Background: an optimization exercise with open tools, aiming at small area, a short achievable clock period and few clock cycles. Do not read the settings as production practice.
Function was checked by simulation only, so behaviour that the tests miss may differ from the original.
Power and IR drop assume default switching activity.

File: design.v
module f64_round (
    input         sign,
    input  [68:0] pn,
    input  [11:0] pexp,
    input         ones,
    output [63:0] result,
    output        is_inf,
    output [62:0] trunc,
    output        up,
    output [11:0] e_round
);
    wire [11:0] e_field = pn[68] ? pexp : 12'd0;
    assign up      = pn[15] && ((|pn[14:0]) || pn[16]);
    assign trunc   = {e_field[10:0], pn[67:16]};
    assign e_round = e_field + {11'd0, up && ones};
    assign is_inf  = e_round >= 12'd2047;
    wire [62:0] rounded = trunc + {62'd0, up};
    assign result = is_inf ? {sign, 11'h7FF, 52'd0} : {sign, rounded};
endmodule
module f64_mul_nat (
    input  [68:0] pn,
    input  [68:0] sg,
    input  [11:0] pexp,
    output [68:0] pn_next,
    output [68:0] sg_next,
    output [11:0] pexp_next,
    output        ones_next    
);
    wire [69:0] s  = {1'b0, pn} + {1'b0, sg};
    wire        up = s[69];
    assign pn_next   = up ? s[69:1] : s[68:0];
    assign sg_next   = up ? {1'b0, sg[68:1]} : sg;
    assign pexp_next = pexp + {11'd0, up};
    assign ones_next = up ? &s[68:17] : &s[67:16];
endmodule
module f64_add_order (
    input  [62:0] a,
    input  [62:0] b_trunc,
    input         b_up,
    input  [10:0] b_exp,
    output        a_big,
    output [5:0]  shift
);
    reg [63:0] gt, eq;
    integer i, l;
    always @* begin
        for (i = 0; i < 64; i = i + 1) begin
            gt[i] = (i < 63) ? (a[i] && !b_trunc[i]) : 1'b0;
            eq[i] = (i < 63) ? (a[i] == b_trunc[i]) : 1'b1;
        end
        for (l = 1; l < 64; l = l * 2)
            for (i = 0; i < 64; i = i + 2 * l) begin
                gt[i] = gt[i + l] || (eq[i + l] && gt[i]);
                eq[i] = eq[i + l] && eq[i];
            end
    end
    assign a_big = gt[0] || (eq[0] && !b_up);
    wire [10:0] xa = {a[62:53], a[52] | ~|a[62:52]};
    wire [10:0] xb = {b_exp[10:1], b_exp[0] | ~|b_exp};
    wire [11:0] dab = {1'b0, xa} - {1'b0, xb};
    wire [10:0] dba = xb - xa;
    wire [10:0] d   = dab[11] ? dba : dab[10:0];
    assign shift = (|d[10:6] || d[5:0] > 6'd56) ? 6'd56 : d[5:0];
endmodule
module f64_add_align (
    input  [63:0] a,
    input  [63:0] b,
    input         b_nan,
    input         b_inf,
    input         a_big,       
    input  [5:0]  ds,          
    output [56:0] sum,
    output [10:0] x_big,
    output        s_big,
    output        r_nan,       
    output        r_inf,       
    output        r_sign,
    output        sub,         
    output reg [5:0] lz        
);
    wire        sa = a[63];
    wire        sb = b[63];
    wire [10:0] ea = a[62:52];
    wire [51:0] fa = a[51:0];
    wire a_nan = (&ea) && (|fa);
    wire a_inf = (&ea) && !(|fa);
    wire [62:0] big = a_big ? a[62:0] : b[62:0];
    wire [62:0] sml = a_big ? b[62:0] : a[62:0];
    assign      sub = sa ^ sb;
    wire [10:0] eB = big[62:52];
    wire        hB = |eB;
    wire        hS = |sml[62:52];
    wire [10:0] xB = {eB[10:1], eB[0] | !hB};
    wire [52:0] mB = {hB, big[51:0]};
    wire [52:0] mS = {hS, sml[51:0]};
    wire [55:0] sml_sh = {mS, 3'b000} >> ds;
    reg  [52:0] st_mask;
    integer j;
    always @* begin
        for (j = 0; j < 53; j = j + 1)
            st_mask[j] = (j + 3 < ds);
    end
    wire        sml_st = |(mS & st_mask);
    wire [55:0] sml_al = {sml_sh[55:1], sml_sh[0] | sml_st};
    wire [57:0] sum_c = {1'b0, mB, 3'b000, 1'b1}
                      + {sub, sml_al ^ {56{sub}}, sub};
    assign sum = sum_c[57:1];
    reg  [55:0] lim;
    always @* begin
        for (j = 0; j < 56; j = j + 1)
            lim[j] = ({5'd0, xB} == 16'd56 - j);
    end
    wire [55:0] lz_in = sum[55:0] | lim;
    always @* begin
        lz = 6'd0;
        for (j = 0; j < 56; j = j + 1)
            if (lz_in[j]) lz = 6'd55 - j;
    end
    assign x_big  = xB;
    assign s_big  = a_big ? sa : sb;
    assign r_nan  = a_nan || b_nan || (a_inf && b_inf && sub);
    assign r_inf  = a_inf || b_inf;
    assign r_sign = a_inf ? sa : sb;
endmodule
module f64_add_norm (
    input  [56:0] sum,
    input  [10:0] x_big,
    input         s_big,
    input         r_nan,
    input         r_inf,
    input         r_sign,
    input         sub,
    input  [5:0]  lz,
    output [63:0] result
);
    wire        carry = sum[56];
    wire [55:0] y   = carry ? {sum[56:2], sum[1] | sum[0]} : (sum[55:0] << lz);
    wire [11:0] ex  = {1'b0, x_big} + (carry ? 12'd0 : {6'h3F, ~lz}) + 12'd1;
    wire [52:0] mant = y[55:3];
    wire        up   = y[2] && (y[1] || y[0] || y[3]);
    wire [53:0] mr   = {1'b0, mant} + {53'd0, up};
    wire [11:0] ex2  = ex + {11'd0, mr[53]};
    wire        norm = mr[53] || mr[52];
    wire        ovf  = ex2 >= 12'd2047;
    wire        sign = s_big && !(sub && sum == 57'd0);
    assign result = r_nan  ? 64'h7FF8000000000000 :
                    r_inf  ? {r_sign, 11'h7FF, 52'd0} :
                    ovf    ? {sign, 11'h7FF, 52'd0} :
                             {sign, norm ? ex2[10:0] : 11'd0, mr[51:0]};
endmodule
module pl_ramp (
    input             clk,
    input             rst,
    input             seg_valid,
    output            seg_ready,
    input      [63:0] seg_value,
    input      [63:0] seg_slope,
    input      [15:0] seg_len,
    output            out_valid,
    input             out_ready,
    output     [63:0] out_data
);
    reg        busy;
    reg        last;       
    reg [15:0] cnt;        
    reg [63:0] value;
    reg        sx;
    reg        x_nan;      
    reg [68:0] pn;         
    reg [68:0] sg;
    reg [11:0] pexp;
    reg        ones;       
    reg [62:0] prod;       
    reg        p_nan;
    reg        p_inf;
    reg        a_big;      
    reg [5:0]  ds;         
    reg        v2;
    reg [56:0] sum2;
    reg [10:0] xb2;
    reg        sb2;
    reg        nan2, inf2, sgn2, sub2;
    reg [5:0]  lz2;
    reg        ov;
    reg        ov_q;       
    reg        rdy_q;      
    reg [63:0] od;
    reg        sv;
    reg [63:0] sd;
    wire [68:0] pn_next;
    wire [68:0] sg_next;
    wire [11:0] pexp_next;
    wire        ones_next;
    f64_mul_nat u_acc (
        .pn       (pn),
        .sg       (sg),
        .pexp     (pexp),
        .pn_next  (pn_next),
        .sg_next  (sg_next),
        .pexp_next(pexp_next),
        .ones_next(ones_next)
    );
    wire [63:0] prod_next;
    wire        prod_big;
    wire [62:0] prod_trunc;
    wire        prod_up;
    wire [11:0] prod_exp;
    f64_round u_round (
        .sign  (sx),
        .pn    (pn),
        .pexp  (pexp),
        .ones  (ones),
        .result(prod_next),
        .is_inf(prod_big),
        .trunc (prod_trunc),
        .up    (prod_up),
        .e_round(prod_exp)
    );
    wire       a_big_n;
    wire [5:0] ds_n;
    f64_add_order u_order (
        .a      (value[62:0]),
        .b_trunc(prod_trunc),
        .b_up   (prod_up),
        .b_exp  (prod_exp[10:0]),
        .a_big(a_big_n),
        .shift(ds_n)
    );
    wire [56:0] sum_a;
    wire [10:0] xb_a;
    wire        sb_a, nan_a, inf_a, sgn_a, sub_a;
    wire [5:0]  lz_a;
    f64_add_align u_align (
        .a     (value),
        .b     ({sx, prod}),
        .b_nan (p_nan),
        .b_inf (p_inf),
        .a_big (a_big),
        .ds    (ds),
        .sum   (sum_a),
        .x_big (xb_a),
        .s_big (sb_a),
        .r_nan (nan_a),
        .r_inf (inf_a),
        .r_sign(sgn_a),
        .sub   (sub_a),
        .lz    (lz_a)
    );
    wire [63:0] res;
    f64_add_norm u_norm (
        .sum   (sum2),
        .x_big (xb2),
        .s_big (sb2),
        .r_nan (nan2),
        .r_inf (inf2),
        .r_sign(sgn2),
        .sub   (sub2),
        .lz    (lz2),
        .result(res)
    );
    wire adv   = !sv;
    wire issue = busy && adv;
    wire take  = !busy || (last && !sv);    
    wire       s_exp_max = &seg_slope[62:52];
    wire       s_hid     = |seg_slope[62:52];
    wire out_free = !ov || out_ready;
    wire busy_n   = rst  ? 1'b0 :
                    take ? seg_valid && (seg_len != 16'd0) :
                           busy && !(issue && last);
    wire last_n   = take  ? seg_len == 16'd1 :
                    issue ? cnt == 16'd2 :
                            last;
    wire sv_n     = !rst && !out_free && (sv || v2);
    wire ov_n     = !rst && (out_free ? sv || v2 : 1'b1);
    always @(posedge clk) begin
        if (take) begin
            cnt   <= seg_len;
            value <= seg_value;
            sx    <= seg_slope[63];
            x_nan <= s_exp_max && (|seg_slope[51:0]);
            pn    <= {s_hid, seg_slope[51:0], 16'd0};
            sg    <= {s_hid, seg_slope[51:0], 16'd0};
            pexp  <= {1'b0, seg_slope[62:53], seg_slope[52] | !s_hid};
            ones  <= &seg_slope[51:0];
            prod  <= 63'd0;
            p_nan <= s_exp_max;
            p_inf <= 1'b0;
            a_big <= 1'b1;
            ds    <= 6'd0;
        end else if (issue) begin
            cnt   <= cnt - 16'd1;
            pn    <= pn_next;
            sg    <= sg_next;
            pexp  <= pexp_next;
            ones  <= ones_next;
            prod  <= prod_next[62:0];
            p_nan <= x_nan;
            p_inf <= prod_big && !x_nan;
            a_big <= a_big_n;
            ds    <= ds_n;
        end
        busy <= busy_n;
        last <= last_n;
        sv   <= sv_n;
        ov   <= ov_n;
        rdy_q <= !busy_n || (last_n && !sv_n);
        ov_q  <= ov_n;
        if (adv) begin
            sum2  <= sum_a;
            xb2   <= xb_a;
            sb2   <= sb_a;
            nan2  <= nan_a;
            inf2  <= inf_a;
            sgn2  <= sgn_a;
            sub2  <= sub_a;
            lz2   <= lz_a;
        end
        if (rst)
            v2 <= 1'b0;
        else if (adv)
            v2 <= issue;
        if (out_free)
            od <= sv ? sd : res;
        if (!sv)
            sd <= res;
    end
    assign seg_ready = rdy_q;
    assign out_valid = ov_q;
    assign out_data  = od;
endmodule
File: flow/run.sh
#!/bin/bash
# Layout flow: the standard layout, with the port buffers that placement
# inserts on every input and output made buf_2 cells (the standard flow
# picks a clkdlybuf4s50_1 delay cell). Everything else is the standard flow.
set -e
export BUFFER_PORTS_ARGS="-buffer_cell sky130_fd_sc_hd__buf_2"
bash standard.sh > standard.log 2>&1
File: standard.sh
#!/bin/bash
# synth_recipe.tcl (not shown) runs the flow's synth.tcl, then flattens the netlist and writes it again
# the make line also repeats each setting of config.mk as NAME=value (left out here)
make -C /OpenROAD-flow-scripts/flow DESIGN_CONFIG=/design/flow/config.mk WORK_HOME=/design/flow/orfs CLKGATE_MAP_FILE= SYNTH_SCRIPT=/design/flow/synth_recipe.tcl "${@:-finish}"
File: config.mk
export PLATFORM = sky130hd
export DESIGN_NAME = pl_ramp
export DESIGN_NICKNAME = pl_ramp
export VERILOG_FILES = /design/flow/design.v
export SDC_FILE = /design/flow/constraint.sdc
export NUM_CORES = 4
export LEC_CHECK = 0
export ABC_AREA = 1
export CAP_MARGIN = 20
export CORE_MARGIN = 2
export CORE_UTILIZATION = 50
export CTS_CLUSTER_DIAMETER = 150
export CTS_CLUSTER_SIZE = 20
export SLEW_MARGIN = 20
File: constraint.sdc
create_clock -name core_clock -period 55.0 [get_ports {clk}]
set_input_delay 11.0000 -clock core_clock [delete_from_list [all_inputs] [get_ports {clk}]]
set_output_delay 11.0000 -clock core_clock [all_outputs]
set_load 0.01 [all_outputs]
==> summary.txt, run 1 <==
top_reg_cell synth edfxtp_1; Critical Path Sink out_data[14]; Worst-path clk slew 80 ps; I/O pin count 214; Setup crit start kind register; NetSw 1.07 mW; vias in the first global route 37900; Core Area 0.0837 sq mm; Synth Register Bits 518; hold buffer count at cts 0; Final ANT Viol Nets 0; GPL Wtd Cong 1.02; post-route cell area 0.0448 sq mm; cell area after synthesis 0.0422 sq mm; area leader, netlist edfxtp_1; Compound-Gate Fraction of Synth Area 18.1%; H-tree levels 1; Post-Route Setup TNS 0 ps; Max Fclk 82.2 MHz; CP startpoint od[14]$_DFFE_PP_; Crit Path Max Fanout 1; switching share of total power 50.7%; max-cap viol count 0; Final Critical Period 12160 ps; most frequent cells in the layout nand2_1, o21ai_0, inv_1; clk_skew 38.2 ps; Rows 106; Critical Path End Type output pin; chip height 295 microns; part of the power in registers 30.3%; CTS sink count 518; Root Buffer clkbuf_16; most common cell after layout, fill and taps aside nand2_1; Synth top area share 24.5%; Final Power 2.12 mW; initial drt markers 3699; clock network power share 11.6%; Mapped Nets 6312; Buffers & Inverters on Critical Path 1; All-Layer GR Usage 34.2%; EDFF count, synth 344; R2R cell count 53; CTS tree done; CTS Buf Count 30; Min-Delay Path Class register to register; reg-to-reg endpoint od[9]$_DFFE_PP_; Die ar. 0.0868 sq mm; max-slew violations 0; Longest Clk Path Bufs 3; WP data arrival 1160 ps; Seq/Total Area, Yosys 32.7%; final hold vios 0; I/O Buffers 213; share of cells above drive strength 1 7.20%; Detail Placement HPWL 121000 microns; top post-synthesis cells by area edfxtp_1, nand2_1, dfxtp_1, o21ai_0, ha_1; post-synthesis mux area share 1.78%; CP delay by family, top flip-flops; DRC 0; nets 6361; CP peak stage delay 390 ps; VDD IR max 0.0000308 V; post-layout util 53.5%; via count 41300; Critical R2R Launch lz2[1]$_SDFFCE_PP0N_; DR vias/cell 5.78; Slowest cell on crit path edfxtp_1; routed wire length 153000 microns; async set or reset register ratio after synthesis 0%; outcome complete, no violations; Slew @ Worst Pin 1080 ps; placed cell areas 0.0439 sq mm; Critical Path, Cell by Cell buf_2; yosys warns 3; unrepaired setup endpoints after global routing false; DR WL/cell 21.4 microns; Post-CTS Resized 0; PwrDens 47.3 mW/mm^2; Synth Area in XOR/XNOR 4.87%; leakage power figure 20.1 nW; area grow syn2layout 6.07%; largest family of logic cells by synthesized area simple AND/OR/NAND/NOR gates; Pint 1.04 mW; number of stages on the worst setup path 1; cells after synthesis 5923; initial antenna violation count 8; combinational share of power 58.1%; Clock Latency Late Sink 660 ps; 1st-pass router iterations 6; number of setup buffers added after CTS 0; Finish-stage setup viols 0; synthesized area per cell 7.13 sq um; GR Overflow Total 0; largest net degree at the start of global routing 114; unique cell type count in the Yosys netlist 88; Synth Area in Simple Gates 26.9%; CP Class register to output pin; die width 295 microns; Tcrit/Tclk final 22.1%; initial core utilization 50.5%; first-pass GRT wire length 228000 microns; Slew headroom 27.2%; reg2reg setup slack 44610 ps; min-delay src sd[17]$_DFF_P_; Critical Path RT 44000 ps; Synth Area in Adders 7.21%
[per-stage QoR]
| step | worst slack [ps] | instances | hold slack (ps) |
|---|---|---|---|
| 2_1_floorplan | 42290 | 5923 | 418 |
| 3_3_place_gp | 42430 | 7073 | 436 |
| 3_5_place_dp | 42480 | 7073 | 445 |
| 4_1_cts | 42790 | 7129 | 466 |
| 5_1_grt | 42790 | 7130 | 494 |
| 6_report | 42840 | 7131 | 468 |
[cells by family (layout without fill, tap and decap cells)]
kind of cell,count (synthesis),after routing
xor+xnor,234,234
buf+inv,847,920
simple gates,2669,2669
fa+ha+maj,241,241
mux,75,75
compound gates,1339,1339
flops,518,518
other cells,0,1
[cell usage after synthesis (78+ instances only)]
| master | instances |
|---|---|
| a21oi_1 | 368 |
| clkbuf_1 | 154 |
| dfxtp_1 | 174 |
| edfxtp_1 | 344 |
| ha_1 | 237 |
| inv_1 | 580 |
| nand2_1 | 1462 |
| nand3_1 | 369 |
| nor2_1 | 498 |
| nor4_1 | 78 |
| o21ai_0 | 602 |
| xor2_1 | 182 |
[how the worst min path moves through the flow]
stage | endpoint | slack [ps] | cells past startpoint
after global placement | sd[17]$_DFF_P_ | 440 | 2
after detailed placement | sd[45]$_DFF_P_ | 440 | 2
after global routing | sd[7]$_DFF_P_ | 490 | 1
final | sd[17]$_DFF_P_ | 470 | 2
after CTS | sd[45]$_DFF_P_ | 470 | 2
after floorplan | sd[45]$_DFF_P_ | 420 | 2
[registers in the layout, indices dropped and copies added (netlist names), 11 cells and up]
register and flops:
cnt 16, value 64, pexp 12, xb2 11, sg 69, prod 63
od 64, sum2 57, pn 69, sd 64
[per-layer routing]
metal / track usage [%] / vias to the layer above / routed length [microns]
li1: - / 20300 / -
met3: 5.26 / 262 / 10500
met1: 44.2 / 19300 / 64100
met4: 13.2 / 14 / 6930
met2: 57.3 / 1407 / 70900
met5: 0 / - / 103
[power groups by stage]
stage | clock network [mW] | logic [mW] | registers, mW
floorplan | 0 | 0.847 | 0.607
global placement | 0 | 1.20 | 0.648
detailed placement | 0 | 1.21 | 0.648
CTS | 0.252 | 1.22 | 0.640
global route | 0.262 | 1.36 | 0.647
finish | 0.245 | 1.23 | 0.642
[area by class of cell]
type,count,area (sq um)
timing repair buffer,265,1460
clock inverter,3,53.8
antenna,1,2.50
inverter,599,2260
sequential,518,13800
clock buffer,53,858
multi-input combinational,4558,24900
fill,8481,38900
tap,1134,1420
Testbench counts, summed over its fixed seeds: cycles 127,448.
==> run 2: changes to the inputs <==
--- a/config.mk
+++ b/config.mk
@@ -9,6 +9,7 @@
 export CAP_MARGIN = 20
 export CORE_MARGIN = 2
-export CORE_UTILIZATION = 50
+export CORE_UTILIZATION = 60
 export CTS_CLUSTER_DIAMETER = 150
 export CTS_CLUSTER_SIZE = 20
+export PLACE_DENSITY = 0.72
 export SLEW_MARGIN = 20
==> summary.txt, run 2 <==
outcome complete, no violations; unique cell type count in the Yosys netlist 88; 1st-pass router iterations 7; via count 42000; Slowest cell on crit path edfxtp_1; Finish-stage setup viols 0; unrepaired setup endpoints after global routing false; async set or reset register ratio after synthesis 0%; All-Layer GR Usage 38.4%; Slew headroom 24.0%; PwrDens 47.5 mW/mm^2; initial drt markers 4717; clock network power share 11.5%; post-layout util 63.7%; switching share of total power 50.6%; Final Critical Period 12180 ps; Critical Path, Cell by Cell buf_2; CP Class register to output pin; Clock Latency Late Sink 640 ps; Core Area 0.0699 sq mm; Rows 97; max-cap viol count 0; Post-Route Setup TNS 0 ps; CTS tree done; Post-CTS Resized 0; FF+latch area 0.0138 sq mm; combinational share of power 58.5%; Setup crit start kind register; DRC 0; Final ANT Viol Nets 0; NetSw 1.07 mW; clk_skew 25.2 ps; Critical Path RT 44000 ps; Critical Path End Type output pin; Crit Path Max Fanout 1; DR WL/cell 20.9 microns; die width 269 microns; I/O pin count 214; part of the power in registers 30.0%; Filler cells 6622; GR Overflow Total 0; Worst-path clk slew 80 ps; CP delay by family, top flip-flops; Top Registers pn x69, sg x69; Min-Delay Path Class register to register; Synth top area share 24.5%; Synth Register Bits 518; Buffers & Inverters on Critical Path 1; EDFF count, synth 344; Detail Placement HPWL 114000 microns; hold buffer count at cts 0; nets 6354; leakage power figure 20.0 nW; first-pass GRT wire length 219000 microns; number of setup buffers added after CTS 0; Tcrit/Tclk final 22.1%; Mapped Nets 6312; I/O Buffers 213; chip height 269 microns; synthesized area per cell 7.13 sq um; Die ar. 0.0725 sq mm; top post-synthesis cells by area edfxtp_1, nand2_1, dfxtp_1, o21ai_0, ha_1; Seq/Total Area, Yosys 32.7%; cell area after synthesis 0.0422 sq mm; CTS sink count 518; final hold vios 0; initial antenna violation count 12; top_reg_cell synth edfxtp_1; vias in the first global route 38200; VDD IR max 0.0000378 V; area grow syn2layout 5.38%; share of cells above drive strength 1 7.10%; initial core utilization 60.4%; yosys warns 3; routed wire length 145000 microns; area leader, netlist edfxtp_1; WP data arrival 1180 ps; most frequent cells in the layout nand2_1, o21ai_0, inv_1; Final Power 2.11 mW; Longest Clk Path Bufs 3; CP peak stage delay 400 ps; Multi-input gate area 0.0249 sq mm; GPL Wtd Cong 1.07; largest net degree at the start of global routing 114; most numerous cell in the Yosys netlist nand2_1; DR vias/cell 6.06; CTS Buf Count 30; Root Buffer clkbuf_16; Slew @ Worst Pin 1130 ps; Max Fclk 82.1 MHz; Pint 1.04 mW; most common cell after layout, fill and taps aside nand2_1; Post-synth top cells nand2_1, o21ai_0, inv_1; cells after synthesis 5923; max-slew violations 0; H-tree levels 1
-- run 2: cell counts after synthesis --
No cell type changed its count.
-- run 2: per-layer routing --
metal	track usage, %	vias to the layer above	share of wire [%]
li1	-	20300	-
met1	49.1	19300	40
met2	62.6	1975	45
met4	19.7	8	6.0
met3	6.55	366	8.8
met5	0	-	0.028
-- run 2: worst reg2reg max path, delay by kind of cell, from the launching register on --
| family | cells | cell delay, ps |
|---|---|---|
| flops | 1 | 330 |
| buf+inv | 6 | 2060 |
| fa+ha+maj | 3 | 930 |
| xor+xnor | 1 | 110 |
| simple gates | 31 | 4260 |
| compound gates | 12 | 2510 |
-- run 2: power by group through the flow --
| stage | Clock [mW] | Combinational (mW) | Sequential [mW] |
|---|---|---|---|
| after floorplan | 0 | 0.847 | 0.607 |
| after global placement | 0 | 1.19 | 0.638 |
| after detailed placement | 0 | 1.20 | 0.640 |
| after global routing | 0.256 | 1.35 | 0.639 |
| final | 0.242 | 1.24 | 0.634 |
| after CTS | 0.244 | 1.21 | 0.631 |
-- run 2: worst paths after layout --
path	slack, ps	cells past startpoint	from	end
worst max-delay path	42820	1	od[62]$_DFFE_PP_	out_data[62]
worst min-delay path	460	2	sd[45]$_DFF_P_	sd[45]$_DFF_P_
worst max register to register	44530	53	lz2[1]$_SDFFCE_PP0N_	od[13]$_DFFE_PP_
worst min register to register	460	2	sd[45]$_DFF_P_	sd[45]$_DFF_P_
-- run 2: area by class of cell --
cell class | instances | area share (%)
sequential | 518 | 31.1
inverter | 599 | 5.08
clock inverter | 2 | 0.0534
antenna | 8 | 0.0450
tap | 940 | 2.64
timing repair buffer | 258 | 3.15
multi-input combinational | 4558 | 56.0
clock buffer | 54 | 1.99
-- run 2: metrics by stage --
step	instances	instance area (sq um)	hold slack (ps)	worst slack, ps
3_3_place_gp	6873	43600	434	42570
6_report	6937	44500	461	42820
2_1_floorplan	5923	42200	418	42290
4_1_cts	6929	44500	461	42790
5_1_grt	6933	44500	502	42770
3_5_place_dp	6873	43600	442	42550
-- run 2: kinds of logic after synthesis --
kind of cell	share of synthesized area, %
AND/OR/NAND/NOR	26.9
AO/OA/AOI/OAI	18.1
buffers and inverters	8.38
flip-flops	32.7
adder cells (fa/ha/maj)	7.21
XOR/XNOR	4.87
multiplexers	1.78
==> run 3: changes to the inputs <==
--- a/design.v
+++ b/design.v
@@ -186,6 +186,4 @@
     reg        rdy_q;      
     reg [63:0] od;
-    reg        sv;
-    reg [63:0] sd;
     wire [68:0] pn_next;
     wire [68:0] sg_next;
@@ -259,18 +257,13 @@
         .result(res)
     );
-    wire adv   = !sv;
-    wire issue = busy && adv;
-    wire take  = !busy || (last && !sv);    
+    wire out_free = !ov || out_ready;
+    wire issue    = busy && out_free;
+    wire take     = !busy;    
     wire       s_exp_max = &seg_slope[62:52];
     wire       s_hid     = |seg_slope[62:52];
-    wire out_free = !ov || out_ready;
     wire busy_n   = rst  ? 1'b0 :
                     take ? seg_valid && (seg_len != 16'd0) :
                            busy && !(issue && last);
-    wire last_n   = take  ? seg_len == 16'd1 :
-                    issue ? cnt == 16'd2 :
-                            last;
-    wire sv_n     = !rst && !out_free && (sv || v2);
-    wire ov_n     = !rst && (out_free ? sv || v2 : 1'b1);
+    wire ov_n     = !rst && (out_free ? v2 : 1'b1);
     always @(posedge clk) begin
         if (take) begin
@@ -300,11 +293,13 @@
             ds    <= ds_n;
         end
+        if (take)
+            last <= seg_len == 16'd1;
+        else if (issue)
+            last <= cnt == 16'd2;
         busy <= busy_n;
-        last <= last_n;
-        sv   <= sv_n;
         ov   <= ov_n;
-        rdy_q <= !busy_n || (last_n && !sv_n);
+        rdy_q <= !busy_n;
         ov_q  <= ov_n;
-        if (adv) begin
+        if (out_free) begin
             sum2  <= sum_a;
             xb2   <= xb_a;
@@ -318,10 +313,8 @@
         if (rst)
             v2 <= 1'b0;
-        else if (adv)
+        else if (out_free)
             v2 <= issue;
         if (out_free)
-            od <= sv ? sd : res;
-        if (!sv)
-            sd <= res;
+            od <= res;
     end
     assign seg_ready = rdy_q;
--- a/config.mk
+++ b/config.mk
@@ -9,7 +9,6 @@
 export CAP_MARGIN = 20
 export CORE_MARGIN = 2
-export CORE_UTILIZATION = 60
+export CORE_UTILIZATION = 50
 export CTS_CLUSTER_DIAMETER = 150
 export CTS_CLUSTER_SIZE = 20
-export PLACE_DENSITY = 0.72
 export SLEW_MARGIN = 20
==> summary.txt, run 3 <==
outcome complete, no violations; Longest Clk Path Bufs 3; most numerous cell in the Yosys netlist nand2_1; DR WL/cell 21.4 microns; die width 288 microns; Post-synth top cells nand2_1, inv_1, o21ai_0; Post-CTS Resized 0; Multi-input gate area 0.0242 sq mm; CP Class input port to register; area grow syn2layout 5.78%; Root Buffer clkbuf_16; unique cell type count in the Yosys netlist 87; unrepaired setup endpoints after global routing false; Detail Placement HPWL 116000 microns; share of cells above drive strength 1 9.49%; DRC 0; grt met3 use 3.93%; yosys warns 3; FF+latch area 0.0125 sq mm; fin cells 6739; worst hold path stage count 1; WP data arrival 14180 ps; GR Layer Usage met1 45.6%; synthesized area per cell 7.23 sq um; CP peak stage delay 700 ps; CTS sink count 453; Seq/Total Area, Yosys 31.0%; most frequent cells in the layout nand2_1, inv_1, o21ai_0; most common cell after layout, fill and taps aside nand2_1; top_reg_cell synth edfxtp_1; R2R cell count 37; most used cell, CP buf_4; Critical R2R Launch lz2[1]$_SDFFCE_PP0N_; Mapped Nets 5982; Final ANT Viol Nets 0; final hold vios 0; Buffers & Inverters on Critical Path 6; 1st-pass router iterations 6; Post-Route Setup TNS 0 ps; nets 6048; VDD IR max 0.0000301 V; H-tree levels 1; Core Area 0.0803 sq mm; Critical Path RT 55560 ps; largest net degree at the start of global routing 110; Min-Delay Path Class register to register; CTS tree done; Slew headroom 22.2%; initial core utilization 50.3%; Final Critical Period 13620 ps; All-Layer GR Usage 33.6%; GRT Max-Usage Layer met2; EDFF count, synth 345; Critical Path End Type register; via count 39700; I/O Buffers 213; clk_skew 24.1 ps; initial drt markers 4057; Setup crit start kind input port; Clock Latency Late Sink 630 ps; routed wire length 144000 microns; reg-to-reg endpoint od[44]$_SDFFCE_PP0N_; Worst-path clk slew 90 ps; cells after synthesis 5593; chip height 288 microns; CP delay by family, top buffers and inverters; min-delay src pexp[11]$_SDFFE_PN0P_; Die ar. 0.0831 sq mm; Finish-stage setup viols 0; DR vias/cell 5.89; number of setup buffers added after CTS 0; Max Fclk 73.4 MHz; Synth Register Bits 453; cell area after synthesis 0.0404 sq mm; vias in the first global route 36300; max-slew violations 0; global-route met2 utilization 55.0%; Crit Path Max Fanout 38; first-pass GRT wire length 216000 microns; GPL Wtd Cong 1.01; I/O pin count 214; Synth top area share 25.6%; dpl cells 6691; CTS Buf Count 26; Slew @ Worst Pin 1160 ps; Tcrit/Tclk final 24.8%; PwrDens 50.2 mW/mm^2; Critical Path, Cell by Cell buf_2 > nor2_1 > buf_4 > nor2_2 > inv_1 > nor2_2 > buf_4 > clkinv_1 > buf_4 > o21ai_0 > a31oi_1 > nor2_1; n_diodes 0; GR Overflow Total 0; leakage power figure 19.0 nW; reg2reg setup slack 45560 ps; area leader, netlist edfxtp_1; Filler cells 8151; Top Registers pn x69, sg x69; max-cap viol count 0; top post-synthesis cells by area edfxtp_1, nand2_1, ha_1, inv_1, dfxtp_1; hold buffer count at cts 0; Hold EP pexp[11]$_SDFFE_PN0P_; async set or reset register ratio after synthesis 0%; Rows 104; initial antenna violation count 1; Slowest cell on crit path nor2_2
-- run 3: cell types whose count changed in the layout (fill, tap and decap cells not counted), moves of 46 or more --
cell      change
inv_1        +67
nor2_1       -96
nand2_1     -155
a21oi_1      -51
o221ai_1     +46
o21ai_0     -169
nand3_1      -51
dfxtp_1      -66
o22ai_1      +52
-- run 3: logic make-up after synthesis --
| logic type | after synthesis | share of synthesized area, % |
|---|---|---|
| adders and majority gates | 241 | 7.54 |
| muxes | 56 | 1.39 |
| AOI/OAI and AO/OA | 1208 | 18.0 |
| buffers and inverters | 894 | 9.16 |
| xor gates and xnor gates | 241 | 5.28 |
| DFF | 453 | 31.0 |
| and+or+nand+nor | 2500 | 27.7 |
-- run 3: per-layer routing --
layer  up-vias  routed length (microns)
met5         -                        0
li1      19300                        -
met3       270                    10200
met4         0                     6090
met1     18600                    61500
met2      1483                    66600
-- run 3: worst max-delay path by stage --
stage	start	to	slack, ps	cells after the start
floorplan	out_ready	cnt[0]$_DFFE_PP_	37500	5
global route	out_ready	pn[8]$_SDFFE_PN0P_	41290	12
finish	out_ready	pn[8]$_SDFFE_PN0P_	41380	12
global placement	out_ready	pn[8]$_SDFFE_PN0P_	40910	12
CTS	out_ready	pn[23]$_DFFE_PP_	41490	10
detailed placement	out_ready	pn[8]$_SDFFE_PN0P_	40840	12
-- run 3: metrics by stage --
stage	area (sq um)	hold slack [ps]	setup WS, ps	power [mW]	util, %
floorplan	40400	440	37500	1.50	-
global route	42700	514	41290	2.31	53.2
detailed placement	42000	471	40840	1.91	52.3
finish	42700	489	41380	2.15	53.2
CTS	42700	486	41490	2.12	53.2
global placement	42000	464	40910	1.91	52.3
-- run 3: report_power, final --
part           switching, mW  leakage (nW)  total (mW)  internal [mW]
clock network          0.122         0.355       0.212         0.0904
logic                  0.937          14.1        1.37          0.431
registers             0.0849          4.57       0.568          0.483
total                   1.14          19.0        2.15           1.00
-- run 3: cell type report --
cell class                      count  share of cell area (%)
Clock inverter                      2                  0.0585
Timing Repair Buffer              255                    3.24
Sequential cell                   453                    29.3
Clock buffer                       46                    1.70
Multi-Input combinational cell   4246                    56.6
Inverter                          677                    5.98
Tap cell                         1060                    3.10
Testbench counts of run 3, summed over its fixed seeds: cycles 130,640.
==> run 4: changes to the inputs <==
--- a/design.v
+++ b/design.v
@@ -15,6 +15,5 @@
     assign e_round = e_field + {11'd0, up && ones};
     assign is_inf  = e_round >= 12'd2047;
-    wire [62:0] rounded = trunc + {62'd0, up};
-    assign result = is_inf ? {sign, 11'h7FF, 52'd0} : {sign, rounded};
+    assign result = {sign, trunc + {62'd0, up}};
 endmodule
 module f64_mul_nat (
@@ -139,13 +138,12 @@
     wire [52:0] mant = y[55:3];
     wire        up   = y[2] && (y[1] || y[0] || y[3]);
-    wire [53:0] mr   = {1'b0, mant} + {53'd0, up};
-    wire [11:0] ex2  = ex + {11'd0, mr[53]};
-    wire        norm = mr[53] || mr[52];
-    wire        ovf  = ex2 >= 12'd2047;
+    wire [10:0] e_fld = mant[52] ? ex[10:0] : 11'd0;
+    wire [62:0] pat   = {e_fld, mant[51:0]} + {62'd0, up};
+    wire        ovf   = ex >= 12'd2047;    
     wire        sign = s_big && !(sub && sum == 57'd0);
     assign result = r_nan  ? 64'h7FF8000000000000 :
                     r_inf  ? {r_sign, 11'h7FF, 52'd0} :
                     ovf    ? {sign, 11'h7FF, 52'd0} :
-                             {sign, norm ? ex2[10:0] : 11'd0, mr[51:0]};
+                             {sign, pat};
 endmodule
 module pl_ramp (
@@ -186,4 +184,6 @@
     reg        rdy_q;      
     reg [63:0] od;
+    reg        sv;
+    reg [63:0] sd;
     wire [68:0] pn_next;
     wire [68:0] sg_next;
@@ -257,13 +257,18 @@
         .result(res)
     );
-    wire out_free = !ov || out_ready;
-    wire issue    = busy && out_free;
-    wire take     = !busy;    
+    wire adv   = !sv;
+    wire issue = busy && adv;
+    wire take  = !busy || (last && !sv);    
     wire       s_exp_max = &seg_slope[62:52];
     wire       s_hid     = |seg_slope[62:52];
+    wire out_free = !ov || out_ready;
     wire busy_n   = rst  ? 1'b0 :
                     take ? seg_valid && (seg_len != 16'd0) :
                            busy && !(issue && last);
-    wire ov_n     = !rst && (out_free ? v2 : 1'b1);
+    wire last_n   = take  ? seg_len == 16'd1 :
+                    issue ? cnt == 16'd2 :
+                            last;
+    wire sv_n     = !rst && !out_free && (sv || v2);
+    wire ov_n     = !rst && (out_free ? sv || v2 : 1'b1);
     always @(posedge clk) begin
         if (take) begin
@@ -293,13 +298,11 @@
             ds    <= ds_n;
         end
-        if (take)
-            last <= seg_len == 16'd1;
-        else if (issue)
-            last <= cnt == 16'd2;
         busy <= busy_n;
+        last <= last_n;
+        sv   <= sv_n;
         ov   <= ov_n;
-        rdy_q <= !busy_n;
+        rdy_q <= !busy_n || (last_n && !sv_n);
         ov_q  <= ov_n;
-        if (out_free) begin
+        if (adv) begin
             sum2  <= sum_a;
             xb2   <= xb_a;
@@ -313,8 +316,10 @@
         if (rst)
             v2 <= 1'b0;
-        else if (out_free)
+        else if (adv)
             v2 <= issue;
         if (out_free)
-            od <= res;
+            od <= sv ? sd : res;
+        if (!sv)
+            sd <= res;
     end
     assign seg_ready = rdy_q;
==> flow/run.sh (replaced) <==
#!/bin/bash
# Layout flow: the standard layout (standard.sh) with two changes.
#  - The port buffers that placement inserts on every input and output are
#    buf_2 cells (the standard flow picks clkdlybuf4s50_1 delay cells).
#  - Synthesis maps the logic with flow/abc.script, an area-oriented ABC
#    script, in place of ORFS's abc_speed.script. Everything else in
#    synthesis is ORFS's and the standard flow's own: the flip-flops are mapped before
#    ABC runs and ABC does not touch them.
# ORFS takes its scripts from SCRIPTS_DIR, so this runs the standard flow on
# a copy of ORFS's scripts folder that differs only in that one file.
set -e
export BUFFER_PORTS_ARGS="-buffer_cell sky130_fd_sc_hd__buf_2"
rm -rf scripts
cp -r "$FLOW_HOME/scripts" scripts
cp flow/abc.script scripts/abc_speed.script
export SCRIPTS_DIR="$PWD/scripts"
bash standard.sh > standard.log 2>&1
==> flow/abc.script (new file) <==
&get -n
&st
&dch
&nf -R 20
&put
buffer -c
topo
stime -c
upsize -c
dnsize -c
--- a/config.mk
+++ b/config.mk
@@ -6,5 +6,4 @@
 export NUM_CORES = 4
 export LEC_CHECK = 0
-export ABC_AREA = 1
 export CAP_MARGIN = 20
 export CORE_MARGIN = 2
==> summary.txt, run 4 <==
reg2reg setup slack 44910 ps; Hold EP sd[30]$_DFF_P_; Min-Delay Path Class register to register; Clock Latency Late Sink 640 ps; H-tree levels 1; EDFF count, synth 344; Tcrit/Tclk final 22.2%; min-delay src sd[30]$_DFF_P_; number of setup buffers added after CTS 0; DR WL/cell 22.0 microns; I/O pin count 214; cells after synthesis 4872; synthesized area per cell 8.19 sq um; Crit Path Max Fanout 1; vias in the first global route 34200; WP data arrival 1190 ps; initial antenna violation count 2; Worst-path clk slew 80 ps; Critical R2R Launch a_big$_SDFFE_PN1P_; Critical Path End Type output pin; Setup crit start kind register; Buffers & Inverters on Critical Path 1; CTS sink count 518; via count 36300; largest net degree at the start of global routing 94; Post-Route Setup TNS 0 ps; area grow syn2layout 6.84%; most frequent cells in the layout nand2_1, a21oi_1, nor2_1; Final WS setup 42810 ps; initial core utilization 50.5%; chip height 287 microns; GPL Wtd Cong 0.967; CP Class register to output pin; area leader, netlist edfxtp_1; Final Critical Period 12190 ps; PwrDens 47.3 mW/mm^2; DRC 0; Core Area 0.0790 sq mm; Top Registers pn x69, sg x69; Post-CTS Resized 0; CP delay by family, top flip-flops; Root Buffer clkbuf_16; Min Hold Slack 447 ps; initial drt markers 3207; CTS Buf Count 29; Synth top area share 25.9%; die width 287 microns; Slew @ Worst Pin 1120 ps; CP peak stage delay 400 ps; top post-synthesis cells by area edfxtp_1, dfxtp_1, nand2_1, ha_1, a21oi_1; worst hold path stage count 2; most common cell after layout, fill and taps aside nand2_1; yosys warns 3; most numerous cell in the Yosys netlist nand2_1; GR Overflow Total 0; All-Layer GR Usage 31.3%; max-slew violations 0; final hold vios 0; clk_skew 18.3 ps; fin cells 6007; Synth Register Bits 518; I/O Buffers 213; hold buffer count at cts 0; outcome complete, no violations; Critical Path, Cell by Cell buf_2; async set or reset register ratio after synthesis 0%; nets 5311; Place WS 42270 ps; max-cap viol count 0; top_reg_cell synth edfxtp_1; unique cell type count in the Yosys netlist 110; Detail Placement HPWL 105000 microns; Post-synth top cells nand2_1, a21oi_1, nor2_1; Longest Clk Path Bufs 3; CTS tree done; DR vias/cell 6.04; Slew headroom 25.7%; 1st-pass router iterations 6; reg-to-reg endpoint lz2[4]$_SDFFCE_PP0N_; cell area after synthesis 0.0399 sq mm; Rows 103; R2R cell count 40; Critical Path RT 44000 ps; dpl cells 5952; share of cells above drive strength 1 11.1%; routed wire length 132000 microns; Max Fclk 82.1 MHz; leakage power figure 17.2 nW; Die ar. 0.0821 sq mm; first-pass GRT wire length 202000 microns; Mapped Nets 5250; post-layout util 54.0%; Finish-stage setup viols 0; VDD IR max 0.0000306 V; Seq/Total Area, Yosys 34.6%; Final ANT Viol Nets 0; unrepaired setup endpoints after global routing false; Slowest cell on crit path edfxtp_1
## run 4: changes by cell type in the layout (fill, tap and decap cells not counted), moves of 64 or more
cell / previous run / this run
a21oi_1: 317 / 505
xnor2_1: 50 / 180
nand2_2: 66 / 2
xor2_1: 188 / 120
nand2_1: 1304 / 823
mux2i_1: 56 / 127
mux2_2: 0 / 122
nand3_1: 317 / 139
inv_1: 643 / 123
dfxtp_1: 104 / 170
o22ai_1: 99 / 25
## run 4: area by class of cell
type,count,area [sq um]
clock buffer,52,822
timing repair buffer,273,1520
antenna,2,5.00
inverter,135,514
tap,1050,1310
fill,7664,36300
clock inverter,1,8.76
sequential,518,13800
multi-input combinational,3976,24600
## run 4: power breakdown
| part | internal (mW) | leakage, nW | switching [mW] |
|---|---|---|---|
| registers | 0.535 | 5.11 | 0.0876 |
| clock network | 0.101 | 0.395 | 0.132 |
| logic | 0.420 | 11.7 | 0.739 |
| total | 1.06 | 17.2 | 0.959 |
## run 4: worst max-delay path by stage
stage | depth (start not counted) | slack, ps | endpoint | start
2_1_floorplan | 3 | 41920 | rdy_q$_DFF_P_ | out_ready
3_3_place_gp | 5 | 42270 | x_nan$_DFFE_PN_ | seg_slope[11]
3_5_place_dp | 5 | 42270 | x_nan$_DFFE_PN_ | seg_slope[11]
4_1_cts | 1 | 42760 | out_data[14] | od[14]$_DFFE_PP_
5_1_grt | 1 | 42770 | out_data[1] | od[1]$_DFFE_PP_
6_report | 1 | 42810 | out_data[14] | od[14]$_DFFE_PP_
## run 4: tightest hold or removal path, stage by stage, from the launching register on
cell,delay [ps]
dfxtp_1,310
nand2_1,50
nand2_1,60
## run 4: stage by stage
| step | total power, mW | area (sq um) |
|---|---|---|
| 2_1_floorplan | 1.43 | 39900 |
| 3_3_place_gp | 1.77 | 41800 |
| 3_5_place_dp | 1.77 | 41800 |
| 4_1_cts | 2.01 | 42600 |
| 5_1_grt | 2.16 | 42600 |
| 6_report | 2.02 | 42700 |
## run 4: cell families (layout without fill, tap and decap cells)
group / count (synthesis) / count (layout) / synth area share, %
simple gates: 1839 / 1839 / 20.7
buf+inv: 378 / 461 / 3.92
fa+ha+maj: 230 / 230 / 7.28
flops: 518 / 518 / 34.6
compound gates: 1349 / 1349 / 20.0
mux: 257 / 257 / 6.95
other cells: 0 / 2 / 0
xor+xnor: 301 / 301 / 6.60
## run 4: metal layers
metal	GRT usage [%]	wire, microns	vias to the layer above
met3	3.14	6790	220
li1	-	-	17800
met5	0	0	-
met4	12.3	5960	0
met2	53.1	62200	1138
met1	41.1	57200	17200
Testbench counts of run 4, summed over its fixed seeds: cycles 127,448.
==> run 5: changes to the inputs <==
--- a/design.v
+++ b/design.v
@@ -3,5 +3,4 @@
     input  [68:0] pn,
     input  [11:0] pexp,
-    input         ones,
     output [63:0] result,
     output        is_inf,
@@ -13,5 +12,5 @@
     assign up      = pn[15] && ((|pn[14:0]) || pn[16]);
     assign trunc   = {e_field[10:0], pn[67:16]};
-    assign e_round = e_field + {11'd0, up && ones};
+    assign e_round = e_field + {11'd0, up && (&pn[67:16])};
     assign is_inf  = e_round >= 12'd2047;
     assign result = {sign, trunc + {62'd0, up}};
@@ -23,6 +22,5 @@
     output [68:0] pn_next,
     output [68:0] sg_next,
-    output [11:0] pexp_next,
-    output        ones_next    
+    output [11:0] pexp_next
 );
     wire [69:0] s  = {1'b0, pn} + {1'b0, sg};
@@ -31,5 +29,4 @@
     assign sg_next   = up ? {1'b0, sg[68:1]} : sg;
     assign pexp_next = pexp + {11'd0, up};
-    assign ones_next = up ? &s[68:17] : &s[67:16];
 endmodule
 module f64_add_order (
@@ -168,5 +165,4 @@
     reg [68:0] sg;
     reg [11:0] pexp;
-    reg        ones;       
     reg [62:0] prod;       
     reg        p_nan;
@@ -189,5 +185,4 @@
     wire [68:0] sg_next;
     wire [11:0] pexp_next;
-    wire        ones_next;
     f64_mul_nat u_acc (
         .pn       (pn),
@@ -196,6 +191,5 @@
         .pn_next  (pn_next),
         .sg_next  (sg_next),
-        .pexp_next(pexp_next),
-        .ones_next(ones_next)
+        .pexp_next(pexp_next)
     );
     wire [63:0] prod_next;
@@ -208,5 +202,4 @@
         .pn    (pn),
         .pexp  (pexp),
-        .ones  (ones),
         .result(prod_next),
         .is_inf(prod_big),
@@ -280,5 +273,4 @@
             sg    <= {s_hid, seg_slope[51:0], 16'd0};
             pexp  <= {1'b0, seg_slope[62:53], seg_slope[52] | !s_hid};
-            ones  <= &seg_slope[51:0];
             prod  <= 63'd0;
             p_nan <= s_exp_max;
@@ -291,5 +283,4 @@
             sg    <= sg_next;
             pexp  <= pexp_next;
-            ones  <= ones_next;
             prod  <= prod_next[62:0];
             p_nan <= x_nan;
==> summary.txt, run 5 <==
outcome complete, no violations; Buffers & Inverters on Critical Path 1; WP data arrival 1200 ps; Crit Path Max Fanout 1; cells after synthesis 4845; final hold vios 0; clk_skew 30.3 ps; I/O Buffers 213; Final Power 2.12 mW; Critical Path RT 44000 ps; Synth top area share 26.0%; CP peak stage delay 420 ps; unique cell type count in the Yosys netlist 95; Rows 103; Multi-input gate area 0.0245 sq mm; max-cap viol count 0; vias in the first global route 35100; Synth Register Bits 517; DR WL/cell 23.3 microns; CTS tree done; Slew headroom 24.1%; DR vias/cell 6.11; GPL Wtd Cong 1.00; Min Hold Slack 460 ps; synthesized area per cell 8.18 sq um; leakage power figure 17.2 nW; Filler cells 7668; initial antenna violation count 7; Seq/Total Area, Yosys 34.8%; most numerous cell in the Yosys netlist nand2_1; max-slew violations 0; fin cells 5981; top post-synthesis cells by area edfxtp_1, dfxtp_1, nand2_1, ha_1, a21oi_1; Final WS setup 42800 ps; initial core utilization 50.3%; number of setup buffers added after CTS 0; Setup crit start kind register; I/O pin count 214; Critical Path End Type output pin; post-layout util 54.0%; Detail Placement HPWL 109000 microns; Slew @ Worst Pin 1140 ps; Clock Latency Late Sink 640 ps; top_reg_cell synth edfxtp_1; Core Area 0.0787 sq mm; PwrDens 49.9 mW/mm^2; cell area after synthesis 0.0396 sq mm; routed wire length 139000 microns; via count 36600; CTS sink count 517; unrepaired setup endpoints after global routing false; most common cell after layout, fill and taps aside nand2_1; Longest Clk Path Bufs 3; 1st-pass router iterations 7; Worst-path clk slew 80 ps; nets 5280; area grow syn2layout 7.30%; Root Buffer clkbuf_16; CTS Buf Count 30; Place WS 42450 ps; All-Layer GR Usage 33.1%; Die ar. 0.0815 sq mm; yosys warns 3; Slowest cell on crit path edfxtp_1; first-pass GRT wire length 209000 microns; share of cells above drive strength 1 9.97%; EDFF count, synth 343; Tcrit/Tclk final 22.2%; Post-CTS Resized 0; async set or reset register ratio after synthesis 0%; area leader, netlist edfxtp_1; Critical Path, Cell by Cell buf_2; chip height 286 microns; initial drt markers 3167; H-tree levels 1; Post-Route Setup TNS 0 ps; Min-Delay Path Class register to register; most frequent cells in the layout nand2_1, a21oi_1, nor2_1, o21ai_0, edfxtp_1; GR Overflow Total 0; Final Critical Period 12200 ps; Post-synth top cells nand2_1, a21oi_1, nor2_1; dpl cells 5920; Top Registers pn x69, sg x69; reg2reg setup slack 44730 ps; hold buffer count at cts 0; Mapped Nets 5223; CP Class register to output pin; CP delay by family, top flip-flops; placed cell areas 0.0416 sq mm; VDD IR max 0.0000290 V; Final ANT Viol Nets 0; Max Fclk 82.0 MHz; FF+latch area 0.0138 sq mm; largest net degree at the start of global routing 100; die width 286 microns; Finish-stage setup viols 0; post-route cell area 0.0425 sq mm; DRC 0
-- run 5: where the power goes --
part           leakage [nW]  total (mW)  internal [mW]  switching (mW)
logic                  11.7        1.23          0.428           0.803
clock network         0.432       0.248          0.110           0.138
registers              5.10       0.641          0.536           0.105
total                  17.2        2.12           1.07            1.05
-- run 5: layer usage --
metal  wire (microns)  track usage (%)  share of wire, %  up-vias
met3             7150             3.61               5.1      259
met5               42                0             0.030        -
met1            57800             41.5                41    17400
met2            67200             57.3                48     1175
met4             7310             15.3               5.2        6
li1                 -                -                 -    17700
-- run 5: kinds of logic after synthesis --
logic type | after synthesis | share of synthesized area [%]
simple gates | 1788 | 20.4
compound gates | 1343 | 19.6
flops | 517 | 34.8
buf+inv | 384 | 3.74
xor+xnor | 315 | 6.96
mux | 268 | 7.21
fa+ha+maj | 230 | 7.34
-- run 5: cell type report --
class,count,area share (%)
multi-input combinational,3944,57.5
clock buffer,54,2.08
sequential,517,32.4
tap,1050,3.09
timing repair buffer,275,3.60
antenna,5,0.0294
inverter,134,1.20
clock inverter,2,0.0530
-- run 5: path summary, 6_finish.rpt --
| path | startpoint | cells after the start | end |
|---|---|---|---|
| worst max-delay path | od[35]$_DFFE_PP_ | 1 | out_data[35] |
| worst min-delay path | sd[31]$_DFF_P_ | 1 | sd[31]$_DFF_P_ |
| worst max register to register | a_big$_SDFFE_PN1P_ | 42 | lz2[5]$_SDFFCE_PP0N_ |
| worst min register to register | sd[31]$_DFF_P_ | 1 | sd[31]$_DFF_P_ |
Testbench counts of run 5, summed over its fixed seeds: cycles 127,448.
==> run 6: changes to the inputs <==
==> flow/run.sh (replaced) <==
#!/bin/bash
# Layout flow: the standard layout (standard.sh) with two changes.
#  - The port buffers that placement inserts on every input and output are
#    buf_1 cells on the inputs and buf_2 cells on the outputs (the standard
#    flow picks clkdlybuf4s50_1 delay cells for both).
#  - Synthesis maps the logic with flow/abc.script, an area-oriented ABC
#    script, in place of ORFS's abc_speed.script. Everything else in
#    synthesis is ORFS's and the standard flow's own: the flip-flops are mapped before
#    ABC runs and ABC does not touch them.
# ORFS takes its scripts from SCRIPTS_DIR, so this runs the standard flow on
# a copy of ORFS's scripts folder that differs only in those two places.
set -e
rm -rf scripts
cp -r "$FLOW_HOME/scripts" scripts
cp flow/abc.script scripts/abc_speed.script
sed -i 's/^\( *\)buffer_ports {\*}\[env_var_or_empty BUFFER_PORTS_ARGS\]$/\1buffer_ports -inputs -buffer_cell sky130_fd_sc_hd__buf_1\n\1buffer_ports -outputs -buffer_cell sky130_fd_sc_hd__buf_2/' scripts/global_place.tcl
grep -q "buffer_ports -inputs -buffer_cell sky130_fd_sc_hd__buf_1" scripts/global_place.tcl
export SCRIPTS_DIR="$PWD/scripts"
bash standard.sh > standard.log 2>&1
==> summary.txt, run 6 <==
cell area after synthesis 0.0396 sq mm; top_reg_cell synth edfxtp_1; GR Overflow Total 0; CTS sink count 517; first-pass GRT wire length 207000 microns; area grow syn2layout 6.71%; Rows 103; async set or reset register ratio after synthesis 0%; Synth top area share 26.0%; Slew headroom 25.8%; most frequent cells in the layout nand2_1, a21oi_1, nor2_1, o21ai_0, edfxtp_1; share of cells above drive strength 1 6.95%; Seq/Total Area, Yosys 34.8%; Top Registers pn x69, sg x69; CTS Buf Count 30; Core Area 0.0787 sq mm; routed wire length 137000 microns; Buffers & Inverters on Critical Path 1; DR WL/cell 22.9 microns; Die ar. 0.0815 sq mm; max-cap viol count 0; synthesized area per cell 8.18 sq um; Critical Path End Type output pin; Final ANT Viol Nets 0; CTS tree done; initial antenna violation count 4; CP delay by family, top flip-flops; die width 286 microns; WP data arrival 1180 ps; Crit Path Max Fanout 1; GPL Wtd Cong 1.03; cells after synthesis 4845; H-tree levels 1; unrepaired setup endpoints after global routing false; initial drt markers 3316; Root Buffer clkbuf_16; Critical Path, Cell by Cell buf_2; Synth Register Bits 517; initial core utilization 50.3%; final hold vios 0; I/O pin count 214; 1st-pass router iterations 9; max-slew violations 0; EDFF count, synth 343; Slowest cell on crit path edfxtp_1; Clock Latency Late Sink 640 ps; Post-synth top cells nand2_1, a21oi_1, nor2_1; Detail Placement HPWL 107000 microns; largest net degree at the start of global routing 113; PwrDens 49.4 mW/mm^2; area leader, netlist edfxtp_1; Filler cells 7779; Post-Route Setup TNS 0 ps; leakage power figure 16.8 nW; Critical Path RT 44000 ps; Min-Delay Path Class register to register; CP peak stage delay 410 ps; DR vias/cell 6.15; Worst-path clk slew 80 ps; Finish-stage setup viols 0; Max Fclk 82.1 MHz; All-Layer GR Usage 32.5%; Min Hold Slack 455 ps; CP Class register to output pin; nets 5277; Final Power 2.09 mW; DRC 0; Setup crit start kind register; Final Critical Period 12180 ps; chip height 286 microns; yosys warns 3; number of setup buffers added after CTS 0; Mapped Nets 5223; VDD IR max 0.0000313 V; hold buffer count at cts 0; vias in the first global route 34700; Post-CTS Resized 0; most common cell after layout, fill and taps aside nand2_1; Tcrit/Tclk final 22.1%; top post-synthesis cells by area edfxtp_1, dfxtp_1, nand2_1, ha_1, a21oi_1; via count 36700; outcome complete, no violations; I/O Buffers 213; Longest Clk Path Bufs 3; unique cell type count in the Yosys netlist 95; clk_skew 41.1 ps; most numerous cell in the Yosys netlist nand2_1; Slew @ Worst Pin 1100 ps
run 6: cell counts after synthesis:
Identical to the previous run, type by type.
run 6: kinds of logic after synthesis:
logic type | Yosys count | share of synthesized area (%)
AND/OR/NAND/NOR | 1788 | 20.4
AO/OA/AOI/OAI | 1343 | 19.6
adder cells (fa/ha/maj) | 230 | 7.34
multiplexers | 268 | 7.21
XOR/XNOR | 315 | 6.96
buffers and inverters | 384 | 3.74
flip-flops | 517 | 34.8
run 6: power breakdown:
| part | switching, mW | internal [mW] | leakage [nW] | total [mW] |
|---|---|---|---|---|
| Sequential | 0.103 | 0.536 | 5.10 | 0.639 |
| Combinational | 0.785 | 0.422 | 11.2 | 1.21 |
| Clock | 0.136 | 0.106 | 0.419 | 0.243 |
| Total | 1.02 | 1.06 | 16.8 | 2.09 |
run 6: final timing paths:
path	start	endpoint	slack, ps	depth (start not counted)
max reg2reg	a_big$_SDFFE_PN1P_	lz2[5]$_SDFFCE_PP0N_	44660	45
max	od[30]$_DFFE_PP_	out_data[30]	42820	1
min	sd[58]$_DFF_P_	sd[58]$_DFF_P_	450	2
min reg2reg	sd[58]$_DFF_P_	sd[58]$_DFF_P_	450	2
run 6: metrics by stage:
stage	setup WS, ps	cells	cell area (sq um)	util, %
after floorplan	41920	4845	39600	-
after CTS	42770	5971	42300	53.7
after global placement	42490	5917	41400	52.6
after detailed placement	42440	5917	41400	52.6
final	42820	5974	42300	53.7
after global routing	42760	5972	42300	53.7
run 6: layout make-up:
cell class / instances / area, sq um / share of cell area (%)
Antenna cell: 3 / 7.51 / 0.0178
Clock buffer: 51 / 851 / 2.01
Multi-Input combinational cell: 3944 / 24500 / 57.8
Sequential cell: 517 / 13800 / 32.6
Tap cell: 1050 / 1310 / 3.11
Timing Repair Buffer: 272 / 1330 / 3.13
Clock inverter: 3 / 26.3 / 0.0621
Inverter: 134 / 510 / 1.21
run 6: layer usage:
layer  track usage (%)  up-vias  share of wire (%)
met4              16.0        2                5.8
met1              41.5    17400                 41
li1                  -    17700                  -
met3              3.09      314                5.4
met2              55.3     1292                 47
met5                 0        -             0.0080
==> run 7: changes to the inputs <==
--- a/config.mk
+++ b/config.mk
@@ -10,4 +10,4 @@
 export CORE_UTILIZATION = 50
 export CTS_CLUSTER_DIAMETER = 150
-export CTS_CLUSTER_SIZE = 20
+export CTS_CLUSTER_SIZE = 25
 export SLEW_MARGIN = 20
==> summary.txt, run 7 <==
initial antenna violation count 4; cell area after synthesis 0.0396 sq mm; nets 5272; unique cell type count in the Yosys netlist 95; Max Fclk 82.2 MHz; CP Class register to output pin; outcome complete, no violations; Root Buffer clkbuf_16; most numerous cell in the Yosys netlist nand2_1; chip height 286 microns; Worst-path clk slew 100 ps; unrepaired setup endpoints after global routing false; Critical Path, Cell by Cell buf_2; Longest Clk Path Bufs 3; H-tree levels 1; most frequent cells in the layout nand2_1, a21oi_1, nor2_1, o21ai_0, edfxtp_1; Seq/Total Area, Yosys 34.8%; Slowest cell on crit path edfxtp_1; Buffers & Inverters on Critical Path 1; 1st-pass router iterations 6; Top Registers pn x69, sg x69; CP delay by family, top flip-flops; share of cells above drive strength 1 6.86%; post-route cell area 0.0421 sq mm; Critical Path End Type output pin; GR Overflow Total 0; die width 286 microns; Final ANT Viol Nets 0; top_reg_cell synth edfxtp_1; DRC 0; Tcrit/Tclk final 22.1%; largest net degree at the start of global routing 113; Final Critical Period 12160 ps; Rows 103; via count 36700; Post-CTS Resized 0; async set or reset register ratio after synthesis 0%; max-slew violations 0; Setup crit start kind register; Synth Register Bits 517; VDD IR max 0.0000272 V; CTS sink count 517; max-cap viol count 0; PwrDens 49.1 mW/mm^2; hold buffer count at cts 0; Mapped Nets 5223; cells after synthesis 4845; area grow syn2layout 6.35%; All-Layer GR Usage 32.5%; Die ar. 0.0815 sq mm; Finish-stage setup viols 0; DR WL/cell 23.0 microns; placed cell areas 0.0414 sq mm; EDFF count, synth 343; number of setup buffers added after CTS 0; Post-Route Setup TNS 0 ps; WP data arrival 1160 ps; clk_skew 43.9 ps; initial core utilization 50.3%; most common cell after layout, fill and taps aside nand2_1; Slew headroom 25.8%; Detail Placement HPWL 107000 microns; Slew @ Worst Pin 1110 ps; Core Area 0.0787 sq mm; I/O pin count 214; CTS Buf Count 25; top post-synthesis cells by area edfxtp_1, dfxtp_1, nand2_1, ha_1, a21oi_1; CP peak stage delay 410 ps; synthesized area per cell 8.18 sq um; initial drt markers 3221; leakage power figure 16.7 nW; DR vias/cell 6.15; Post-synth top cells nand2_1, a21oi_1, nor2_1; final hold vios 0; CTS tree done; routed wire length 137000 microns; area leader, netlist edfxtp_1; vias in the first global route 34600; first-pass GRT wire length 206000 microns; Clock Latency Late Sink 620 ps; Min-Delay Path Class register to register; Synth top area share 26.0%; Crit Path Max Fanout 1; yosys warns 3; GPL Wtd Cong 1.03; Critical Path RT 44000 ps; I/O Buffers 213
==> run 7: power by group <==
part | switching, mW | total, mW | internal [mW]
clock | 0.133 | 0.223 | 0.0901
sequential | 0.103 | 0.639 | 0.536
combinational | 0.785 | 1.21 | 0.422
==> run 7: cell type report <==
| class | count | area [sq um] |
|---|---|---|
| Sequential cell | 517 | 13800 |
| Multi-Input combinational cell | 3944 | 24500 |
| Clock inverter | 4 | 53.8 |
| Clock buffer | 41 | 686 |
| Timing Repair Buffer | 272 | 1330 |
| Tap cell | 1050 | 1310 |
| Inverter | 134 | 510 |
| Fill cell | 7788 | 36600 |
| Antenna cell | 2 | 5.00 |
==> run 7: path summary, 6_finish.rpt <==
kind,startpoint,cells past startpoint,endpoint,slack [ps]
max,od[30]$_DFFE_PP_,1,out_data[30],42840
min,sd[58]$_DFF_P_,2,sd[58]$_DFF_P_,460
max reg2reg,a_big$_SDFFE_PN1P_,45,lz2[5]$_SDFFCE_PP0N_,44560
min reg2reg,sd[58]$_DFF_P_,2,sd[58]$_DFF_P_,460
==> run 7: cells by family after synthesis <==
group | Yosys count | synth area share, %
DFF | 517 | 34.8
buffers and inverters | 384 | 3.74
AOI/OAI and AO/OA | 1343 | 19.6
xor gates and xnor gates | 315 | 6.96
muxes | 268 | 7.21
and+or+nand+nor | 1788 | 20.4
adders and majority gates | 230 | 7.34
==> run 7: metal layers <==
metal / part of all wire [%] / vias up / global-route usage (%)
met3: 5.2 / 318 / 2.97
met2: 47 / 1284 / 55.5
met4: 5.8 / 4 / 15.8
met1: 42 / 17400 / 41.3
li1: - / 17700 / -
met5: 0.017 / - / 0
==> run 7: through the flow <==
step | cells | hold slack [ps] | power [mW] | setup slack [ps] | utilization, %
floorplan | 4845 | 412 | 1.44 | 41920 | -
global placement | 5917 | 435 | 1.82 | 42490 | 52.6
detailed placement | 5917 | 441 | 1.82 | 42440 | 52.6
CTS | 5962 | 459 | 2.05 | 42800 | 53.5
global route | 5963 | 486 | 2.21 | 42790 | 53.5
finish | 5964 | 458 | 2.07 | 42840 | 53.5
==> run 7: worst min-delay path, delay by kind of cell (launching register included) <==
| kind | cells | cell delay (ps) |
|---|---|---|
| compound gates | 1 | 70 |
| buf+inv | 1 | 40 |
| flops | 1 | 310 |
==> run 8: changes to the inputs <==
--- a/config.mk
+++ b/config.mk
@@ -6,8 +6,8 @@
 export NUM_CORES = 4
 export LEC_CHECK = 0
-export CAP_MARGIN = 20
+export CAP_MARGIN = 10
 export CORE_MARGIN = 2
 export CORE_UTILIZATION = 50
 export CTS_CLUSTER_DIAMETER = 150
 export CTS_CLUSTER_SIZE = 25
-export SLEW_MARGIN = 20
+export SLEW_MARGIN = 10
==> summary.txt, run 8 <==
Slowest cell on crit path edfxtp_1; Pint 1.05 mW; DR vias/cell 6.14; largest net degree at the start of global routing 113; DR WL/cell 23.0 microns; initial antenna violation count 4; Final ANT Viol Nets 0; top post-synthesis cells by area edfxtp_1, dfxtp_1, nand2_1, ha_1, a21oi_1; initial core utilization 50.3%; Critical Path RT 44000 ps; via count 36600; Rows 103; Worst-path clk slew 100 ps; area leader, netlist edfxtp_1; Critical Path End Type output pin; CP Class register to output pin; unique cell type count in the Yosys netlist 95; WP data arrival 1160 ps; Top Registers pn x69, sg x69; DRC 0; most common cell after layout, fill and taps aside nand2_1; EDFF count, synth 343; die width 286 microns; dpl cells 5917; top_reg_cell synth edfxtp_1; synthesized area per cell 8.18 sq um; CP delay by family, top flip-flops; 1st-pass router iterations 8; share of cells above drive strength 1 6.84%; CTS tree done; VDD IR max 0.0000270 V; Synth Register Bits 517; Mapped Nets 5223; I/O Buffers 213; Post-CTS Resized 0; cells after synthesis 4845; routed wire length 137000 microns; reg2reg setup slack 44590 ps; Detail Placement HPWL 107000 microns; most frequent cells in the layout nand2_1, a21oi_1, nor2_1, o21ai_0, edfxtp_1; outcome complete, no violations; unrepaired setup endpoints after global routing false; switching share of total power 49.3%; cell area after synthesis 0.0396 sq mm; Die ar. 0.0815 sq mm; GR Overflow Total 0; GPL Wtd Cong 1.03; combinational share of power 58.3%; All-Layer GR Usage 32.5%; final hold vios 0; Longest Clk Path Bufs 3; vias in the first global route 34600; nets 5272; FF+latch area 0.0138 sq mm; Synth top area share 26.0%; Min-Delay Path Class register to register; Seq/Total Area, Yosys 34.8%; number of setup buffers added after CTS 0; Multi-input gate area 0.0245 sq mm; PwrDens 49.1 mW/mm^2; Post-synth top cells nand2_1, a21oi_1, nor2_1; Crit Path Max Fanout 1; fin cells 5964; Finish-stage setup viols 0; yosys warns 3; leakage power figure 16.7 nW; Core Area 0.0787 sq mm; clk_skew 42.2 ps; Clock Latency Late Sink 620 ps; Tcrit/Tclk final 22.1%; initial drt markers 3138; Buffers & Inverters on Critical Path 1; Final Critical Period 12160 ps; CP peak stage delay 410 ps; Max Fclk 82.3 MHz; CTS Buf Count 25; Slew @ Worst Pin 1160 ps; first-pass GRT wire length 206000 microns; most numerous cell in the Yosys netlist nand2_1; CTS sink count 517; max-slew violations 0; Root Buffer clkbuf_16; H-tree levels 1; NetSw 1.02 mW; part of the power in registers 30.9%; clock network power share 10.8%; Filler cells 7789; async set or reset register ratio after synthesis 0%; max-cap viol count 0; Critical Path, Cell by Cell buf_2; area grow syn2layout 6.34%; Setup crit start kind register; chip height 286 microns; Post-Route Setup TNS 0 ps; hold buffer count at cts 0; Slew headroom 22.2%; I/O pin count 214
run 8: cell count changes in the layout (fill, tap and decap cells not counted):
cell      previous run  this run
a211oi_1            34        35
a211oi_2             1         0
run 8: layout make-up:
class	count	area share, %
timing repair buffer	272	3.14
clock inverter	4	0.128
antenna	2	0.0119
multi-input combinational	3944	58.0
inverter	134	1.21
sequential	517	32.7
clock buffer	41	1.63
tap	1050	3.12
run 8: tightest hold or removal path: cells and delay by family (launching register included):
family,cells,cell delay (ps)
buffers and inverters,1,40
AO/OA/AOI/OAI,1,70
flip-flops,1,310
run 8: path summary, 6_finish.rpt:
check                              end               start  cells past startpoint
setup reg to reg  lz2[5]$_SDFFCE_PP0N_  a_big$_SDFFE_PN1P_                     45
hold reg to reg         sd[58]$_DFF_P_      sd[58]$_DFF_P_                      2
setup / recovery          out_data[30]    od[30]$_DFFE_PP_                      1
hold / removal          sd[58]$_DFF_P_      sd[58]$_DFF_P_                      2
run 8: kinds of logic after synthesis:
| logic type | after synthesis | synth area share (%) |
|---|---|---|
| buffers and inverters | 384 | 3.74 |
| AOI/OAI and AO/OA | 1343 | 19.6 |
| adders and majority gates | 230 | 7.34 |
| xor gates and xnor gates | 315 | 6.96 |
| muxes | 268 | 7.21 |
| DFF | 517 | 34.8 |
| and+or+nand+nor | 1788 | 20.4 |
run 8: through the flow:
stage	utilization, %	setup WS [ps]	hold WS (ps)	power [mW]	instance area [sq um]
after floorplan	-	41920	412	1.44	39600
after global placement	52.6	42490	435	1.82	41400
after detailed placement	52.6	42440	441	1.82	41400
after CTS	53.5	42800	459	2.05	42100
after global routing	53.5	42790	486	2.21	42100
final	53.5	42840	457	2.07	42100
run 8: layer usage:
layer | vias up | track usage, % | share of wire, %
li1 | 17700 | - | -
met1 | 17400 | 41.3 | 42
met2 | 1238 | 55.5 | 47
met3 | 303 | 2.97 | 5.1
met4 | 4 | 15.8 | 5.7
met5 | - | 0 | 0.018
run 8: power groups by stage:
stage	combinational, mW	sequential, mW	clock, mW
global placement	1.18	0.643	0
detailed placement	1.18	0.643	0
global route	1.32	0.643	0.239
finish	1.21	0.638	0.223
floorplan	0.845	0.598	0
CTS	1.19	0.634	0.230

## afterwards: timing with drivers on the ports
In the flow no input, the clock included, has a driving cell. The finished layouts below were timed again as built, in two steps.
Step 1 assumes that a clkbuf_16 drives the clock port and a buf_2 every other input.
Step 2 also shifts input and output timing later by t, the mid clock arrival at the registers, as if the neighbouring blocks saw the same clock.
Slacks: ideal ports / drivers / drivers and shift; pairs: ideal ports / drivers.
| run | shift t [ns] | setup slack, ns | worst register clock-pin slew, ns | pins driven straight from the clock port |
|---|---|---|---|---|
| run 1 | 0.707 | 42.836 / 42.765 / 42.528 | 0.10 / 0.10 | 1 |
| run 2 | 0.694 | 42.825 / 42.754 / 42.547 | 0.10 / 0.10 | 1 |
| run 3 | 0.685 | 41.382 / 41.429 / 40.743 | 0.10 / 0.10 | 1 |
| run 4 | 0.697 | 42.814 / 42.745 / 42.269 | 0.10 / 0.10 | 1 |
| run 5 | 0.699 | 42.801 / 42.727 / 42.492 | 0.11 / 0.11 | 1 |
| run 6 | 0.695 | 42.821 / 42.749 / 42.452 | 0.12 / 0.12 | 1 |
| run 7 | 0.673 | 42.842 / 42.770 / 42.470 | 0.12 / 0.12 | 1 |
| run 8 | 0.671 | 42.843 / 42.772 / 42.472 | 0.11 / 0.11 | 1 |
After both steps setup and hold are still met in every run listed. For run 3, which loses most, drivers alone change the setup slack by +0.047 ns; drivers and shift together by -0.639 ns.
